This is an optimization exercise on Yosys and OpenROAD, whose aim is a short achievable clock period and few clock cycles, not a production implementation. Function was checked by simulation only, so behaviour that the tests miss may differ from the original. No activity file was given, so power comes from the tool's default toggle rates.

--- flow/run.sh ---
#!/bin/bash
# synth_recipe.tcl (not shown) runs the flow's synth.tcl, then flattens the netlist and writes it again
# the make line also repeats each setting of config.mk as NAME=value (left out here)
make -C /OpenROAD-flow-scripts/flow DESIGN_CONFIG=/design/flow/config.mk WORK_HOME=/design/flow/orfs CLKGATE_MAP_FILE= SYNTH_SCRIPT=/design/flow/synth_recipe.tcl finish
--- flow/config.mk ---
export PLATFORM = sky130hd
export DESIGN_NAME = mvn_cpu
export DESIGN_NICKNAME = mvn_cpu
export VERILOG_FILES = /design/flow/design.v
export SDC_FILE = /design/flow/constraint.sdc
export NUM_CORES = 4
export LEC_CHECK = 0
export ABC_CLOCK_PERIOD_IN_PS = 2500
export CAP_MARGIN = 35
export CORE_MARGIN = 2
export CORE_UTILIZATION = 25
export PLACE_DENSITY = 0.45
export SETUP_SLACK_MARGIN = 3.2
export SLEW_MARGIN = 35
--- flow/constraint.sdc ---
create_clock -name core_clock -period 7.0 [get_ports {clk}]
set_input_delay 1.4000 -clock core_clock [delete_from_list [all_inputs] [get_ports {clk}]]
set_output_delay 1.4000 -clock core_clock [all_outputs]
set_load 0.01 [all_outputs]
--- flow/design.v ---
module mvn_cpu (
    input  wire        clk,
    input  wire        rst,
    output reg         mem_req,
    output reg         mem_we,
    output reg  [11:0] mem_addr,
    output reg  [7:0]  mem_wdata,
    input  wire        mem_ready,
    input  wire [7:0]  mem_rdata,
    output wire        in_ready,
    input  wire        in_valid,
    input  wire [11:0] in_data,
    output wire        out_valid,
    output wire [11:0] out_data,
    output wire        halted,
    input  wire        resume,
    output wire        done,
    output wire        faulted,
    output wire [3:0]  fault_code,
    output wire [12:0] pc_o,
    output wire [11:0] ac_o
);
    localparam integer NI   = 40;    
    localparam integer ND   = 20;    
    localparam integer SBD  = 4;     
    localparam integer SBB  = 2;     
    localparam [3:0] OP_JMP = 4'h0, OP_JZ = 4'h1, OP_JN = 4'h2, OP_LV = 4'h3,
                     OP_ADD = 4'h4, OP_SUB = 4'h5, OP_MUL = 4'h6, OP_DIV = 4'h7,
                     OP_LD  = 4'h8, OP_MM  = 4'h9, OP_SC  = 4'hA, OP_RS  = 4'hB,
                     OP_HM  = 4'hC, OP_GD  = 4'hD, OP_PD  = 4'hE, OP_OS  = 4'hF;
    localparam [3:0] E_NONE = 4'd0, E_INVALID_ADDR = 4'd5, E_OUT_OF_RANGE = 4'd6,
                     E_DIV_ZERO = 4'd7, E_OVERFLOW = 4'd8, E_UNIMPL = 4'd9;
    function automatic wov(input [10:0] s0, input [10:0] s1,
                           input [10:0] r0, input [10:0] r1);
        wov = (s0 == r0) || (s0 == r1) || (s1 == r0) || (s1 == r1);
    endfunction
    function automatic [13:0] padd(input [12:0] a, input [12:0] b, input cin);
        reg [13:0] g, p, pp;
        integer t, u;
        begin
            g = {a & b, cin};
            p = {a ^ b, 1'b0};
            pp = p;
            for (t = 1; t < 14; t = t * 2)
                for (u = 13; u >= t; u = u - 1) begin
                    g[u] = g[u] | (p[u] & g[u-t]);
                    p[u] = p[u] & p[u-t];
                end
            padd = {g[13], pp[13:1] ^ g[12:0]};
        end
    endfunction
    function automatic [12:0] inc13(input [12:0] x);
        integer t;
        begin
            inc13[0] = ~x[0];
            for (t = 1; t < 13; t = t + 1) inc13[t] = x[t] ^ (&(x | ~((13'd1 << t) - 13'd1)));
        end
    endfunction
    function automatic ltu12(input [11:0] a, input [11:0] b);
        reg [13:0] r;
        begin
            r = padd({1'b0, a}, {1'b1, ~b}, 1'b1);
            ltu12 = r[12];
        end
    endfunction
    reg [12:0] pcf;
    reg        f_halt;
    reg [12:0] ras;
    reg        d_v, d_ff, d_needs;
    reg [15:0] d_ir;
    reg [12:0] d_pc, d_pc2, d_npc, d_seq;
    reg        e_v, e_ff;
    reg [11:0] e_a, e_a1;
    reg [12:0] e_pc2, e_npc, e_tgt, e_seq;
    reg        e_fold;
    reg        e_sqok;       
    reg        e_mt, e_mnt;      
    reg        e_jmp, e_jz, e_jn, e_lv, e_add, e_mul, e_div, e_ld, e_sc, e_rs,
               e_hm, e_gd, e_pd, e_os, e_st, e_st_ok, e_aend, e_odd, e_rdop;
    reg [11:0] e_d;              
    reg        e_sub;            
    reg        e_dsgn, e_dzero, e_hibad, e_lodd;
    reg [5:0]  e_b1, e_b2, e_bn;  
    reg [11:0] ac;
    reg        ending, done_r, end_faulted;
    reg [3:0]  end_code;
    reg [12:0] end_pc;
    reg        div_act;      
    reg [2:0]  div_left;
    reg [13:0] div_d3;
    reg [11:0] div_rem;
    reg [11:0] div_quo;
    reg [11:0] div_dvs;
    reg        div_neg;
    reg        fs;           
    reg        f_for_i;      
    reg [11:0] fa;           
    reg [11:0] fa_cur;       
    reg [7:0]  fhi;
    reg        fdirty;
    reg [11:0] sb_a [0:SBD-1];
    reg [7:0]  sb_d [0:SBD-1];
    reg [SBB-1:0] sb_head, sb_tail;
    reg [SBB:0]   sb_cnt;
    wire [11:0] d_a = d_ir[11:0];
    wire [15:0] f_word_c, d_word_c;
    wire        f_hit, d_hit_w;
    wire        d_hit = d_hit_w && !d_a[0];
    wire        st_commit;
    wire [7:0]  st_b0, st_b1;
    wire        fdone;
    wire [15:0] f_word_m = {fhi, mem_rdata};
    reg         pa_v, pa_i, pa_pnras, pa_ctl, pa_needs, pa_jmpe, pa_os;
    reg  [10:0] pa_tag;
    reg  [15:0] pa_word;
    reg  [12:0] pa_pn;
    wire        alloc = pa_v && !(st_commit && wov(e_a[11:1], e_a1[11:1], pa_tag, pa_tag));
    wire [12:0] fm_pc2 = {inc13({2'b00, fa[11:1]}), 1'b0};
    wire [12:0] fm_a2  = {inc13({2'b00, f_word_m[11:1]}), 1'b0};
    reg  [12:0] fm_pn;
    always @(*) begin
        case (f_word_m[15:12])
            OP_JMP, OP_HM: fm_pn = f_word_m[0] ? fm_pc2 : {1'b0, f_word_m[11:0]};
            OP_SC:         fm_pn = f_word_m[0] ? fm_pc2 : fm_a2;
            default:       fm_pn = fm_pc2;
        endcase
    end
    wire        fm_pnras = (f_word_m[15:12] == OP_RS);
    wire [3:0]  fm_op    = f_word_m[15:12];
    wire        fm_ctl   = (fm_op == OP_JMP) || (fm_op == OP_SC) || (fm_op == OP_RS) ||
                           (fm_op == OP_HM) || (fm_op == OP_OS);
    wire        fm_needs = (f_word_m[11:0] != 12'hFFF) &&
                           ((fm_op == OP_ADD) || (fm_op == OP_SUB) || (fm_op == OP_MUL) ||
                            (fm_op == OP_DIV) || (fm_op == OP_LD)  || (fm_op == OP_RS));
    wire        fm_jmpe  = (fm_op == OP_JMP) && !f_word_m[0];
    wire        fm_os    = (fm_op == OP_OS);
    wire        c_ctl, c_needs, c_jmpe, c_os, c_clr;
    reg         tr_v;
    reg  [11:0] tr_tgt;
    reg  [NI-1:0] tr_m;
    wire [12:0] f_pn;
    wire        f_pnras, f_fold;
    wire [NI-1:0] f_m;
    wire        f_train;
    reg  [NI-1:0] prev_m;
    reg         prev_ok;
    mvn_icache #(.N(NI), .B(6)) icache (
        .clk(clk), .rst(rst), .addr(pcf[11:1]), .hit(f_hit), .word(f_word_c),
        .pn(f_pn), .pnras(f_pnras), .fold(f_fold), .m(f_m),
        .ctl(c_ctl), .needs(c_needs), .jmpe(c_jmpe), .os(c_os), .clr_pend(c_clr),
        .alloc_ctl(pa_ctl), .alloc_needs(pa_needs), .alloc_jmpe(pa_jmpe), .alloc_os(pa_os),
        .alloc(alloc && pa_i), .alloc_tag(pa_tag), .alloc_word(pa_word),
        .alloc_pn(pa_pn), .alloc_pnras(pa_pnras),
        .st(st_commit), .st_a0(e_a), .st_a1(e_a1),
        .train(tr_v), .train_m(tr_m), .train_tgt(tr_tgt));
    mvn_wcache #(.N(ND), .B(5)) dcache (
        .clk(clk), .rst(rst), .addr(d_a[11:1]), .hit(d_hit_w), .word(d_word_c),
        .alloc(alloc && !pa_i), .alloc_tag(pa_tag), .alloc_word(pa_word),
        .st(st_commit), .st_a0(e_a), .st_a1(e_a1), .st_b0(st_b0), .st_b1(st_b1));
    wire e_real = e_v && !e_ff && !ending;
    wire sb_room = (sb_cnt <= SBD - 2);
    wire sb_ne   = (sb_cnt != 0);
    reg [11:0] mp_r [0:5];
    reg [1:0]  mp_t5;
    integer q;
    always @(*) begin
        for (q = 0; q < 5; q = q + 1) begin
            mp_r[q] = ((e_b1[q] ? ac : 12'd0) | (e_b2[q] ? {ac[10:0], 1'b0} : 12'd0)) ^ {12{e_bn[q]}};
            mp_r[q] = mp_r[q] << (2 * q);
            if (q > 0) mp_r[q] = mp_r[q] | ({11'd0, e_bn[q-1]} << (2 * q - 2));
        end
        mp_t5 = (((e_b1[5] ? ac[1:0] : 2'd0) | (e_b2[5] ? {ac[0], 1'b0} : 2'd0)) ^ {2{e_bn[5]}}) + {1'b0, e_bn[5]};
        mp_r[5] = {mp_t5, 10'd0} | ({11'd0, e_bn[4]} << 8);
    end
    wire [11:0] cs_as = mp_r[0] ^ mp_r[1] ^ mp_r[2];
    wire [11:0] cs_ac = ((mp_r[0] & mp_r[1]) | (mp_r[0] & mp_r[2]) | (mp_r[1] & mp_r[2])) << 1;
    wire [11:0] cs_bs = mp_r[3] ^ mp_r[4] ^ mp_r[5];
    wire [11:0] cs_bc = ((mp_r[3] & mp_r[4]) | (mp_r[3] & mp_r[5]) | (mp_r[4] & mp_r[5])) << 1;
    wire [11:0] cs_cs = cs_as ^ cs_ac ^ cs_bs;
    wire [11:0] cs_cc = ((cs_as & cs_ac) | (cs_as & cs_bs) | (cs_ac & cs_bs)) << 1;
    wire [11:0] cs_ds = cs_cs ^ cs_cc ^ cs_bc;
    wire [11:0] cs_dc = ((cs_cs & cs_cc) | (cs_cs & cs_bc) | (cs_cc & cs_bc)) << 1;
    wire [13:0] mul_sum = padd({1'b0, cs_ds}, {1'b0, cs_dc}, 1'b0);
    wire [11:0] mul_res = mul_sum[11:0];
    wire [13:0] add_sum = padd({1'b0, ac}, {1'b0, e_d ^ {12{e_sub}}}, e_sub);
    wire [11:0] add_res = add_sum[11:0];
    wire [13:0] dv_sh = {div_rem, div_quo[11:10]};
    wire [14:0] dv_s1 = padd({1'b0, dv_sh}, ~{2'b00, div_dvs}, 1'b1);
    wire [14:0] dv_s2 = padd({1'b0, dv_sh}, ~{1'b0, div_dvs, 1'b0}, 1'b1);
    wire [14:0] dv_s3 = padd({1'b0, dv_sh}, ~{1'b0, div_d3}, 1'b1);
    reg  [11:0] dv_rem_n;
    reg  [1:0]  dv_qd;
    always @(*) begin
        if (dv_s3[13])      begin dv_qd = 2'd3; dv_rem_n = dv_s3[11:0]; end
        else if (dv_s2[13]) begin dv_qd = 2'd2; dv_rem_n = dv_s2[11:0]; end
        else if (dv_s1[13]) begin dv_qd = 2'd1; dv_rem_n = dv_s1[11:0]; end
        else                begin dv_qd = 2'd0; dv_rem_n = dv_sh[11:0]; end
    end
    wire [11:0] dv_quo_n = {div_quo[9:0], dv_qd};
    wire div_last = (div_left == 3'd0);
    wire [12:0] div_qn  = inc13({1'b0, ~dv_quo_n});
    wire [11:0] div_res = div_neg ? div_qn[11:0] : dv_quo_n;
    wire [12:0] ac_neg = inc13({1'b0, ~ac});
    wire [11:0] dv_x = ac[11] ? ac_neg[11:0] : ac;
    wire [12:0] d_negw = inc13({1'b0, ~e_d});
    wire [11:0] e_dabs = e_dsgn ? d_negw[11:0] : e_d;      
    wire        dv_lt0 = ltu12(dv_x, e_dabs);
    wire        dv_q1  = !dv_lt0 && ltu12(dv_x >> 1, e_dabs);    
    wire [13:0] dv_y3  = padd({1'b0, e_dabs}, {e_dabs, 1'b0}, 1'b0);
    reg  [11:0] dv_rem0, dv_quo0;
    reg  [2:0]  dv_left0;
    integer m;
    always @(*) begin
        dv_rem0  = 12'd0;
        dv_quo0  = dv_x;
        dv_left0 = 3'd5;
        for (m = 10; m > 0; m = m - 2) begin
            if (ltu12(dv_x >> m, e_dabs)) begin
                dv_rem0  = dv_x >> m;
                dv_quo0  = dv_x << (12 - m);
                dv_left0 = m / 2 - 1;
            end
        end
    end
    wire ac_zero = (ac == 12'd0);
    wire jtaken  = e_jmp || (e_jz && ac_zero) || (e_jn && ac[11]);
    wire taken   = jtaken || e_sc || e_rs || e_hm;
    reg        e_fault;
    reg [3:0]  e_fcode;
    reg        e_term;
    always @(*) begin
        e_fault = 1'b0;
        e_fcode = E_NONE;
        e_term  = 1'b0;
        if (e_v && !ending && !div_act) begin
            if (e_ff || (e_aend && (e_rdop || e_st))) begin
                e_fault = 1'b1; e_fcode = E_OUT_OF_RANGE;
            end else if (e_div && e_dzero) begin
                e_fault = 1'b1; e_fcode = E_DIV_ZERO;
            end else if (e_rs && e_hibad) begin
                e_fault = 1'b1; e_fcode = E_OVERFLOW;
            end else if (e_os) begin
                if (e_a != 12'd0) begin e_fault = 1'b1; e_fcode = E_UNIMPL; end
                else e_term = 1'b1;
            end else if ((jtaken && e_odd) || (e_sc && e_odd) || (e_rs && e_lodd) ||
                         (e_hm && resume && e_odd)) begin
                e_fault = 1'b1; e_fcode = E_INVALID_ADDR;
            end
        end
    end
    wire e_busy   = div_act || (e_st && !sb_room) || (e_hm && !resume) || (e_gd && !in_valid);
    wire e_end    = e_fault || e_term;
    wire e_done   = e_real && !e_busy;           
    wire e_commit = e_done && !e_end;
    wire e_free   = !e_v || !e_busy || ending;
    wire [12:0] e_tgt_a = e_rs ? {1'b0, e_d} : e_tgt;
    wire        st_self = st_commit && e_fold &&
                          wov(e_a[11:1], e_a1[11:1], e_pc2[11:1], e_pc2[11:1]);
    wire [12:0] e_anpc  = taken ? e_tgt_a : st_self ? e_pc2 : e_seq;
    wire        e_mt_a  = e_rs ? (e_npc == {1'b0, e_d}) : e_mt;
    assign st_commit = e_real && !div_act && e_st_ok && sb_room;
    assign st_b0 = e_sc ? {3'b000, e_pc2[12:8]} : {{4{ac[11]}}, ac[11:8]};
    assign st_b1 = e_sc ? e_pc2[7:0] : ac[7:0];
    wire   st_pend = e_v && !e_ff && e_st;       
    wire smc = st_commit && (wov(e_a[11:1], e_a1[11:1], d_pc[11:1], d_pc2[11:1]) ||
                             wov(e_a[11:1], e_a1[11:1], pcf[11:1], pcf2[11:1]) || st_self);
    wire mispredict = taken ? !e_mt_a : !e_mnt;
    wire kill  = e_done && e_sqok && jtaken;
    wire flush = e_done && (mispredict || smc) && !kill;
    wire [3:0] d_op  = d_ir[15:12];
    wire       d_haz = st_pend && (wov(e_a[11:1], e_a1[11:1], d_a[11:1], d_a[11:1]) || d_a[0]);
    wire acc    = mem_req && mem_ready;
    wire wr_now = acc && sb_ne;
    wire rd_lo  = acc && !sb_ne && fs;
    wire fdirty_now = fdirty ||
                      (st_commit && wov(e_a[11:1], e_a1[11:1], fa[11:1], fa_cur[11:1]));
    assign fdone = rd_lo && !fdirty_now;
    wire d_fill  = fdone && (fa == d_a);
    wire d_ready = !d_needs || (!d_haz && (d_hit || d_fill));
    wire [15:0] d_word = d_hit ? d_word_c : f_word_m;
    wire d_go    = d_v && d_ready && e_free && !flush && !kill && !ending;
    wire d_free  = !d_v || d_go || kill;
    wire [11:0] dd     = d_word[11:0];
    wire [12:0] dd_b   = {dd, 1'b0};
    reg  [5:0]  db1, db2, dbn;
    integer b;
    always @(*) begin
        for (b = 0; b < 6; b = b + 1) begin
            db1[b] = dd_b[2*b] ^ dd_b[2*b+1];
            db2[b] = (dd_b[2*b+2] && !dd_b[2*b+1] && !dd_b[2*b]) ||
                     (!dd_b[2*b+2] && dd_b[2*b+1] && dd_b[2*b]);
            dbn[b] = dd_b[2*b+2];
        end
    end
    wire [12:0] d_a2 = {inc13({2'b00, d_a[11:1]}), 1'b0};
    wire [12:0] d_tt = (d_op == OP_SC) ? d_a2 : {1'b0, d_a};
    wire        f_fill = fdone && (fa == pcf[11:0]);
    wire [15:0] f_word = f_hit ? f_word_c : f_word_m;
    wire [3:0]  f_op   = f_word[15:12];
    wire [11:0] f_a    = f_word[11:0];
    wire [12:0] pcf2   = {inc13({1'b0, pcf[12:1]}), 1'b0};
    wire [12:0] f_pred = f_hit ? (f_pnras ? ras : f_pn) : (fm_pnras ? ras : fm_pn);
    wire        f_ctl  = f_hit ? c_ctl : fm_ctl;
    wire [12:0] f_seq  = (f_hit && !c_ctl) ? f_pn : pcf2;
    assign f_train = f_adv && f_hit && prev_ok && !alloc && c_jmpe;
    wire f_ff    = pcf[12];
    wire f_ok    = !f_halt && !c_clr && (f_hit || f_ff || f_fill);
    wire f_adv   = f_ok && d_free && !flush && !ending;
    wire f_needs = !f_ff && (f_hit ? c_needs : fm_needs);
    wire d_want = d_v && d_needs;
    wire f_miss = !f_halt && !f_ff && !f_hit;
    wire [11:0] f_req  = d_want ? d_a : pcf[11:0];
    wire f_start = !fs && acc && !sb_ne && !flush && !ending &&
                   (d_want ? (!d_hit && !d_haz) : f_miss);
    always @(*) begin
        mem_req   = sb_ne || !ending;
        mem_we    = sb_ne;
        mem_addr  = sb_ne ? sb_a[sb_head] : fs ? fa_cur : f_req;
        mem_wdata = sb_d[sb_head];
    end
    assign in_ready   = e_real && !div_act && e_gd;
    assign out_valid  = e_real && !div_act && e_pd;
    assign out_data   = ac;
    assign halted     = e_real && !div_act && e_hm;
    assign done       = done_r;
    assign faulted    = end_faulted;
    assign fault_code = end_code;
    assign pc_o       = end_pc;
    assign ac_o       = ac;
    always @(posedge clk) begin
        if (rst) begin
            pcf         <= 13'd0;
            f_halt      <= 1'b0;
            ras         <= 13'd0;
            prev_ok     <= 1'b0;
            tr_v        <= 1'b0;
            d_v         <= 1'b0;
            e_v         <= 1'b0;
            ac          <= 12'd0;
            ending      <= 1'b0;
            done_r      <= 1'b0;
            end_faulted <= 1'b0;
            end_code    <= E_NONE;
            end_pc      <= 13'd0;
            div_act     <= 1'b0;
            fs          <= 1'b0;
            pa_v        <= 1'b0;
            sb_head     <= {SBB{1'b0}};
            sb_tail     <= {SBB{1'b0}};
            sb_cnt      <= {(SBB+1){1'b0}};
        end else begin
            if (flush || alloc) prev_ok <= 1'b0;
            else if (f_adv) prev_ok <= f_hit && !c_ctl && !f_fold && !f_ff;
            tr_v   <= f_train;
            tr_tgt <= f_word_c[11:0];
            tr_m   <= prev_m;
            if (f_adv) prev_m <= f_m;
            if (flush) begin
                pcf    <= e_anpc;
                f_halt <= 1'b0;
            end else if (f_adv) begin
                pcf <= f_pred;
                if (f_ff || (f_hit ? c_os : fm_os)) f_halt <= 1'b1;
            end
            if (d_free) begin
                d_ff    <= f_ff;
                d_needs <= f_needs;
                d_ir    <= f_word;
                d_pc    <= pcf;
                d_pc2   <= pcf2;
                d_npc   <= f_pred;
                d_seq   <= f_seq;
            end
            if (d_v && d_op == OP_SC) ras <= d_pc2;
            if (flush || ending) d_v <= 1'b0;
            else if (d_free)     d_v <= f_adv;
            if (e_free) begin
                e_v     <= d_go;
                e_ff    <= d_ff;
                e_a     <= d_a;
                e_a1    <= d_a + 12'd1;
                e_pc2   <= d_pc2;
                e_npc   <= d_npc;
                e_tgt   <= d_tt;
                e_mt    <= (d_npc == d_tt);
                e_mnt   <= (d_npc == d_seq);
                e_sqok  <= d_go && f_adv && ((d_op == OP_JZ) || (d_op == OP_JN)) &&
                           (d_npc == d_pc2) && ({1'b0, d_a} == pcf2) && !pcf[12] &&
                           f_hit && !c_ctl && !f_fold;
                e_seq   <= d_seq;
                e_fold  <= (d_seq != d_pc2);
                e_jmp   <= (d_op == OP_JMP);
                e_jz    <= (d_op == OP_JZ);
                e_jn    <= (d_op == OP_JN);
                e_lv    <= (d_op == OP_LV);
                e_add   <= (d_op == OP_ADD) || (d_op == OP_SUB);
                e_mul   <= (d_op == OP_MUL);
                e_div   <= (d_op == OP_DIV);
                e_ld    <= (d_op == OP_LD);
                e_sc    <= (d_op == OP_SC);
                e_rs    <= (d_op == OP_RS);
                e_hm    <= (d_op == OP_HM);
                e_gd    <= (d_op == OP_GD);
                e_pd    <= (d_op == OP_PD);
                e_os    <= (d_op == OP_OS);
                e_st    <= (d_op == OP_MM) || (d_op == OP_SC);
                e_st_ok <= ((d_op == OP_MM) || (d_op == OP_SC && !d_a[0])) && (d_a != 12'hFFF);
                e_rdop  <= (d_op == OP_ADD) || (d_op == OP_SUB) || (d_op == OP_MUL) ||
                           (d_op == OP_DIV) || (d_op == OP_LD)  || (d_op == OP_RS);
                e_aend  <= (d_a == 12'hFFF);
                e_odd   <= d_a[0];
                e_d     <= dd;
                e_sub   <= (d_op == OP_SUB);
                e_dsgn  <= dd[11];
                e_dzero <= (dd == 12'd0);
                e_hibad <= (d_word[15:12] != 4'd0);
                e_lodd  <= d_word[0];
                e_b1    <= db1;
                e_b2    <= db2;
                e_bn    <= dbn;
            end
            if (e_commit) begin
                if (e_lv)  ac <= e_a;
                if (e_add) ac <= add_res;
                if (e_mul) ac <= mul_res;
                if (e_ld)  ac <= e_d;
                if (e_gd)  ac <= in_data;
                if (e_div && dv_lt0) ac <= 12'd0;
                if (e_div && dv_q1)  ac <= (ac[11] ^ e_dsgn) ? 12'hFFF : 12'h001;
            end
            if (div_act && div_last) ac <= div_res;
            if (!div_act) begin
                div_left <= dv_left0;
                div_rem  <= dv_rem0;
                div_quo  <= dv_quo0;
                div_dvs  <= e_dabs;
                div_d3   <= dv_y3[13:0];
                div_neg  <= ac[11] ^ e_dsgn;
                if (e_commit && e_div && !dv_lt0 && !dv_q1) div_act <= 1'b1;
            end else begin
                div_left <= div_left - 3'd1;
                div_rem  <= dv_rem_n;
                div_quo  <= dv_quo_n;
                if (div_last) div_act <= 1'b0;
            end
            if (e_end) begin
                ending      <= 1'b1;
                end_faulted <= e_fault;
                end_code    <= e_fcode;
                end_pc      <= e_ff ? 13'h1000 : e_pc2;
            end
            if ((ending || e_end) && !sb_ne) done_r <= 1'b1;
            if (st_commit) begin
                sb_a[sb_tail]        <= e_a;
                sb_d[sb_tail]        <= st_b0;
                sb_a[sb_tail + 1'b1] <= e_a1;
                sb_d[sb_tail + 1'b1] <= st_b1;
                sb_tail              <= sb_tail + 2'd2;
            end
            if (wr_now) sb_head <= sb_head + 1'b1;
            sb_cnt <= sb_cnt + (st_commit ? 2'd2 : 2'd0) - (wr_now ? 1'b1 : 1'b0);
            if (!fs) begin
                f_for_i <= !d_want;
                fa      <= f_req;
                fa_cur  <= f_req + 12'd1;
                fhi     <= mem_rdata;
                fdirty  <= st_commit && (wov(e_a[11:1], e_a1[11:1], f_req[11:1], f_req[11:1]) || f_req[0]);
            end else if (st_commit && wov(e_a[11:1], e_a1[11:1], fa[11:1], fa_cur[11:1])) begin
                fdirty  <= 1'b1;
            end
            if (flush || ending) fs <= 1'b0;
            else if (!fs)        fs <= f_start;
            else if (rd_lo)      fs <= 1'b0;
            pa_v     <= fdone && !fa[0];
            pa_i     <= f_for_i;
            pa_tag   <= fa[11:1];
            pa_word  <= f_word_m;
            pa_pn    <= fm_pn;
            pa_pnras <= fm_pnras;
            pa_ctl   <= fm_ctl;
            pa_needs <= fm_needs;
            pa_jmpe  <= fm_jmpe;
            pa_os    <= fm_os;
        end
    end
endmodule
module mvn_wcache #(parameter integer N = 32, parameter integer B = 5) (
    input  wire        clk,
    input  wire        rst,
    input  wire [10:0] addr,
    output reg         hit,
    output reg  [15:0] word,
    input  wire        alloc,
    input  wire [10:0] alloc_tag,
    input  wire [15:0] alloc_word,
    input  wire        st,
    input  wire [11:0] st_a0,
    input  wire [11:0] st_a1,
    input  wire [7:0]  st_b0,
    input  wire [7:0]  st_b1
);
    reg [10:0] tag [0:N-1];
    reg [15:0] dat [0:N-1];
    reg [N-1:0] val;
    reg [B-1:0] ptr;
    reg [N-1:0] m;
    integer i;
    always @(*) begin
        word = 16'd0;
        for (i = 0; i < N; i = i + 1) begin
            m[i] = val[i] && (tag[i] == addr);
            word = word | (m[i] ? dat[i] : 16'd0);
        end
        hit = |m;
    end
    integer j;
    always @(posedge clk) begin
        if (rst) begin
            val <= {N{1'b0}};
            ptr <= 0;
        end else begin
            for (j = 0; j < N; j = j + 1) begin
                if (alloc && ptr == j) begin
                    tag[j] <= alloc_tag;
                    dat[j] <= alloc_word;
                    val[j] <= 1'b1;
                end else if (st) begin
                    if (tag[j] == st_a0[11:1]) begin
                        if (st_a0[0]) dat[j][7:0]  <= st_b0;
                        else          dat[j][15:8] <= st_b0;
                    end
                    if (tag[j] == st_a1[11:1]) begin
                        if (st_a1[0]) dat[j][7:0]  <= st_b1;
                        else          dat[j][15:8] <= st_b1;
                    end
                end
            end
            if (alloc) ptr <= (ptr == N - 1) ? 0 : ptr + 1'b1;
        end
    end
endmodule
module mvn_icache #(parameter integer N = 32, parameter integer B = 5) (
    input  wire         clk,
    input  wire         rst,
    input  wire [10:0]  addr,
    output reg          hit,
    output reg  [15:0]  word,
    output reg  [12:0]  pn,
    output reg          pnras,
    output reg          fold,
    output reg  [N-1:0] m,
    output reg          ctl,
    output reg          needs,
    output reg          jmpe,
    output reg          os,
    output wire         clr_pend,
    input  wire         alloc_ctl,
    input  wire         alloc_needs,
    input  wire         alloc_jmpe,
    input  wire         alloc_os,
    input  wire         alloc,
    input  wire [10:0]  alloc_tag,
    input  wire [15:0]  alloc_word,
    input  wire [12:0]  alloc_pn,
    input  wire         alloc_pnras,
    input  wire         st,
    input  wire [11:0]  st_a0,
    input  wire [11:0]  st_a1,
    input  wire         train,
    input  wire [N-1:0] train_m,
    input  wire [11:0]  train_tgt
);
    reg [10:0] tag [0:N-1];
    reg [15:0] dat [0:N-1];
    reg [12:0] pnr [0:N-1];
    reg [N-1:0] val, ras_f, fld, ctl_f, needs_f, jmpe_f, os_f;
    reg [B-1:0] ptr;
    integer i;
    always @(*) begin
        word  = 16'd0;
        pn    = 13'd0;
        pnras = 1'b0;
        fold  = 1'b0;
        ctl   = 1'b0;
        needs = 1'b0;
        jmpe  = 1'b0;
        os    = 1'b0;
        for (i = 0; i < N; i = i + 1) begin
            m[i]  = val[i] && (tag[i] == addr);
            word  = word  | (m[i] ? dat[i] : 16'd0);
            pn    = pn    | (m[i] ? pnr[i] : 13'd0);
            pnras = pnras | (m[i] && ras_f[i]);
            fold  = fold  | (m[i] && fld[i]);
            ctl   = ctl   | (m[i] && ctl_f[i]);
            needs = needs | (m[i] && needs_f[i]);
            jmpe  = jmpe  | (m[i] && jmpe_f[i]);
            os    = os    | (m[i] && os_f[i]);
        end
        hit = |m;
    end
    reg [N-1:0] sth;
    integer k;
    always @(*) begin
        for (k = 0; k < N; k = k + 1)
            sth[k] = st && ((tag[k] == st_a0[11:1]) || (tag[k] == st_a1[11:1]));
    end
    wire evict = alloc && val[ptr];
    reg  clr;
    assign clr_pend = clr;
    integer j;
    always @(posedge clk) begin
        if (rst) begin
            val <= {N{1'b0}};
            fld <= {N{1'b0}};
            clr <= 1'b0;
            ptr <= 0;
        end else begin
            for (j = 0; j < N; j = j + 1) begin
                if (alloc && ptr == j) begin
                    tag[j]   <= alloc_tag;
                    dat[j]   <= alloc_word;
                    pnr[j]   <= alloc_pn;
                    ras_f[j] <= alloc_pnras;
                    ctl_f[j]   <= alloc_ctl;
                    needs_f[j] <= alloc_needs;
                    jmpe_f[j]  <= alloc_jmpe;
                    os_f[j]    <= alloc_os;
                    val[j]   <= 1'b1;
                    fld[j]   <= 1'b0;
                end else begin
                    if (sth[j]) val[j] <= 1'b0;
                    if (clr) begin
                        if (fld[j]) begin
                            fld[j] <= 1'b0;
                            pnr[j] <= {tag[j] + 11'd1, 1'b0} | {(tag[j] == 11'h7FF), 12'd0};
                        end
                    end else if (train && train_m[j]) begin
                        fld[j] <= 1'b1;
                        pnr[j] <= {1'b0, train_tgt};
                    end
                end
            end
            if (alloc) ptr <= (ptr == N - 1) ? 0 : ptr + 1'b1;
            clr <= (|(sth & val)) || evict;
        end
    end
endmodule
==> metrics.md <==
| Metric | Value |
|---|---|
| Number of max-cap violations | 0 |
| CTS tree | yes |
| Area delta synth->final | 23.91% |
| Gpl congestion | between 1 and 1.5 |
| Post-Syn Instances | approximately 15000 |
| Initial antenna violation count | 76 |
| DP Wirelength | 577500 um |
| I/O pin count | 93 |
| H-tree depth | 5 |
| Worst EP required | about 5.6 ns |
| TritonCTS Buffers | about 350 |
| Top FF cell, synth | edfxtp_1 |
| Final min period | around 4.3 ns |
| Outcome | finished clean |
| Post-DRT Antenna Nets | 0 |
| Hold-fix buffers, CTS | 0 |
| Top cell type's share of synthesized area | ~50% |
| FP Rows | 300 |
| Sequential area share after synthesis | around 53% |
| Synth Warn # | 9 |
| Fin. max-slew vios | 0 |
| Final core utilization | a little under a third |
| Pwr/cell area | between 200 and 250 nW/um^2 |
| Synth area leader | edfxtp_1 |
| Relative slew slack | 29.44% |
| Clk pin slew, worst setup/hold paths | approximately 0.06 ns |
| Syn_nets | approximately 15000 |
| Clock skew | about 0.12 ns |
| Die ar. | ~680000 um^2 |
| Nets | 15330 |
| Residual DRC count | 0 |
| Crit-path max FO | 6 |
| Largest net degree at the start of global routing | 190 |
| Number of global-route vias before repair | between 100k and 150k |
| Final setup fails | 0 |
| Worst slew pin tran | roughly 1.0 ns |
| Synth Area per Inst | between 10 and 15 um^2 |
| Final Cycle Share | between 60% and 70% |
| Post-route setup TNS | 0 ns |
| Yosys cell types | 103 |
| Post-Place Cells | roughly 23000 |
| CTS sink count | 3013 |
| CTS Buffer Depth | 4 |
| Via Count | 137500 |
| Final Hold Fails | 0 |
| Register-to-register setup slack | between 2 and 3 ns |
| Clk root buf | clkbuf_16 |
| Max IR drop VDD | around 210 uV |
| Die width | 822.9 um |
| Pleak | about 72 nW |
| Yosys reg bits | 3013 |
| Layout cell share with drive strength beyond 1 | between 20 and 25% |
| Routed len/inst | between 30 and 40 um |
| Largest cells by area after synthesis | edfxtp_1 51%, xnor2_1 8.0%, xor2_1 6.8% |
| Non-Filler Instances | between 20000 and 25000 |
| Commonest non-fill, non-tap cell in the layout | edfxtp_1 |
| DR pass1 iterations | 8 |
| Post-synth EDFFs | 2829 |
| Die Ht | just over 800 um |
| Tot Pwr | ~0.045 W |
| Crit path kind | flop to output port |
| Placeable Area | approximately 670000 um^2 |
| Initial DRC count | between 20000 and 25000 |
| Total gr overflow | 0 |
| Final WL | 945500 um |
| Total GRT Usage | between 20% and 30% |
| Initial Util | between 20% and 30% |
| Setup crit end kind | output port |
| RSZ-0062 raised after global routing | true |
| WP data arrival | approximately 2.9 ns |
| Min-Delay Path Class | flop to flop |
| CP startpoint kind | flop |
| Worst-skew pair later-pin latency | ~1.1 ns |
| Synth async-reset ratio | 0% |
| Most frequent cells in the layout | 2829 x edfxtp_1, 1503 x xnor2_1, 1299 x xor2_1, 843 x buf_4, 718 x a21oi_1 |
| IO buf count | 91 |
| Cell Area, Synth | 167600 um^2 |
| First-pass GRT wire length | 1226000 um |
| Achievable frequency | ~230 MHz |
| DR vias/cell | ~5.7 |
[cell usage after synthesis, drive strengths merged, types with 365 or more instances]
cell and n:
a21o 387, a22oi 368, nor2 734, xnor2 1538, a211oi 479, a21oi 770
xor2 1300, nand4 371, buf 439, nor3 365, clkbuf 997, edfxtp 2829
nand2 583
[final timing paths]
kind,start,endpoint,cells after the start
max,d_needs$_DFFE_PP_,mem_addr[6],7
max reg2reg,e_b1[0]$_DFFE_PP_,ac[7]$_SDFFE_PP0P_,17
min,prev_m[12]$_DFFE_PP_,tr_m[12]$_DFFE_PN_,0
min reg2reg,prev_m[12]$_DFFE_PP_,tr_m[12]$_DFFE_PN_,0
[where the power goes]
part           switching (W)  internal (W)
Combinational        0.00375       0.00191
Sequential          0.000307        0.0200
Clock                0.00844        0.0107
[routing by layer]
| metal | wire, um | vias to the layer above | global-route usage [%] |
|---|---|---|---|
| li1 | - | 55170 | - |
| met1 | 366500 | 70330 | 34.36 |
| met2 | 401300 | 9596 | 39.63 |
| met3 | 103500 | 2346 | 6.405 |
| met4 | 74070 | 26 | 16.93 |
| met5 | 173 | - | 0 |
[layout make-up]
cell class	count	area, um^2
multi-input cells	9948	77970
well taps	8909	11150
repair inverters	1	7.507
inverters	248	987.2
fillers	67160	460000
flip-flops and latches	3013	88740
repair buffers	1504	17310
diodes	44	110.1
clock inverters	198	2232
clock buffers	431	9215
[critical path: stages (launching register included)]
cell and delay [ns]:
edfxtp_1 0.54, nand2_4 0.18, buf_4 0.14, mux2i_4 0.36
nor2_2 0.08, a21oi_4 0.28, o21ai_2 0.13, buf_2 0.16
[through the flow]
step	cell area, um^2	hold WS (ns)	setup slack, ns
after floorplan	168200	0.4003	2.476
after global placement	180700	0.4007	1.328
after detailed placement	181600	0.4045	1.720
after CTS	203900	0.3842	2.638
after global routing	207600	0.4226	2.669
final	207700	0.3731	2.671
[cells by family after synthesis]
group | after synthesis | synth area share [%]
adder cells (fa/ha/maj) | 241 | 1.879
XOR/XNOR | 2843 | 14.90
buffers and inverters | 1684 | 4.186
AO/OA/AOI/OAI | 3130 | 12.84
flip-flops | 3013 | 52.87
multiplexers | 504 | 3.458
AND/OR/NAND/NOR | 3225 | 9.860
other | 1 | 0.002237
[flip-flops by register name (all words and copies together), names as in the netlist, 16 cells and up, named ones only]
| name | cells |
|---|---|
| icache.ctl_f | 40 |
| icache.os_f | 40 |
| prev_m | 40 |
| d_ir | 16 |
| icache.needs_f | 40 |
| icache.val | 40 |
| pa_word | 16 |
| dcache.tag | 220 |
| sb_a | 48 |
| tr_m | 40 |
| icache.tag | 440 |
| icache.jmpe_f | 40 |
| icache.ras_f | 40 |
| dcache.val | 20 |
| dcache.dat | 320 |
| icache.pnr | 520 |
| icache.dat | 640 |
| sb_d | 28 |
| icache.fld | 40 |
[repair_timing]
action                                  4_1_cts  5_1_grt
pin swaps                                   253      244
endpoints found under the hold margin         0        0
gates resized for setup                    1043      399
endpoints found under the setup margin     2748      776
buffers inserted                            505      164
cloned                                       63       16
Testbench counts, summed over its fixed seeds: cycles 22,549.

[re-timing with driven ports]
No port has a modelled driver above. Below, the same layout with a new extraction and two added sets of constraints.
Step 1: set_driving_cell puts a clkbuf_16 on clk and a buf_2 on each other input, an assumption about the parent block.
Step 2 moves the port delays by t, midway between the first and last clock arrival at a register: inputs arrive t later, outputs are due t later. That takes back most of the time a late clock gives input paths.
Three values: ideal ports, drivers, drivers and shift; two values: the first two.
shift t [ns]: 1.172
slack for setup (ns): 2.671 / 2.528 / 1.936
cell pins on the clock port's net: 1
After both steps this run still meets setup and hold. The setup slack of this run moves by -0.143 ns with the drivers and by -0.735 ns with both steps.
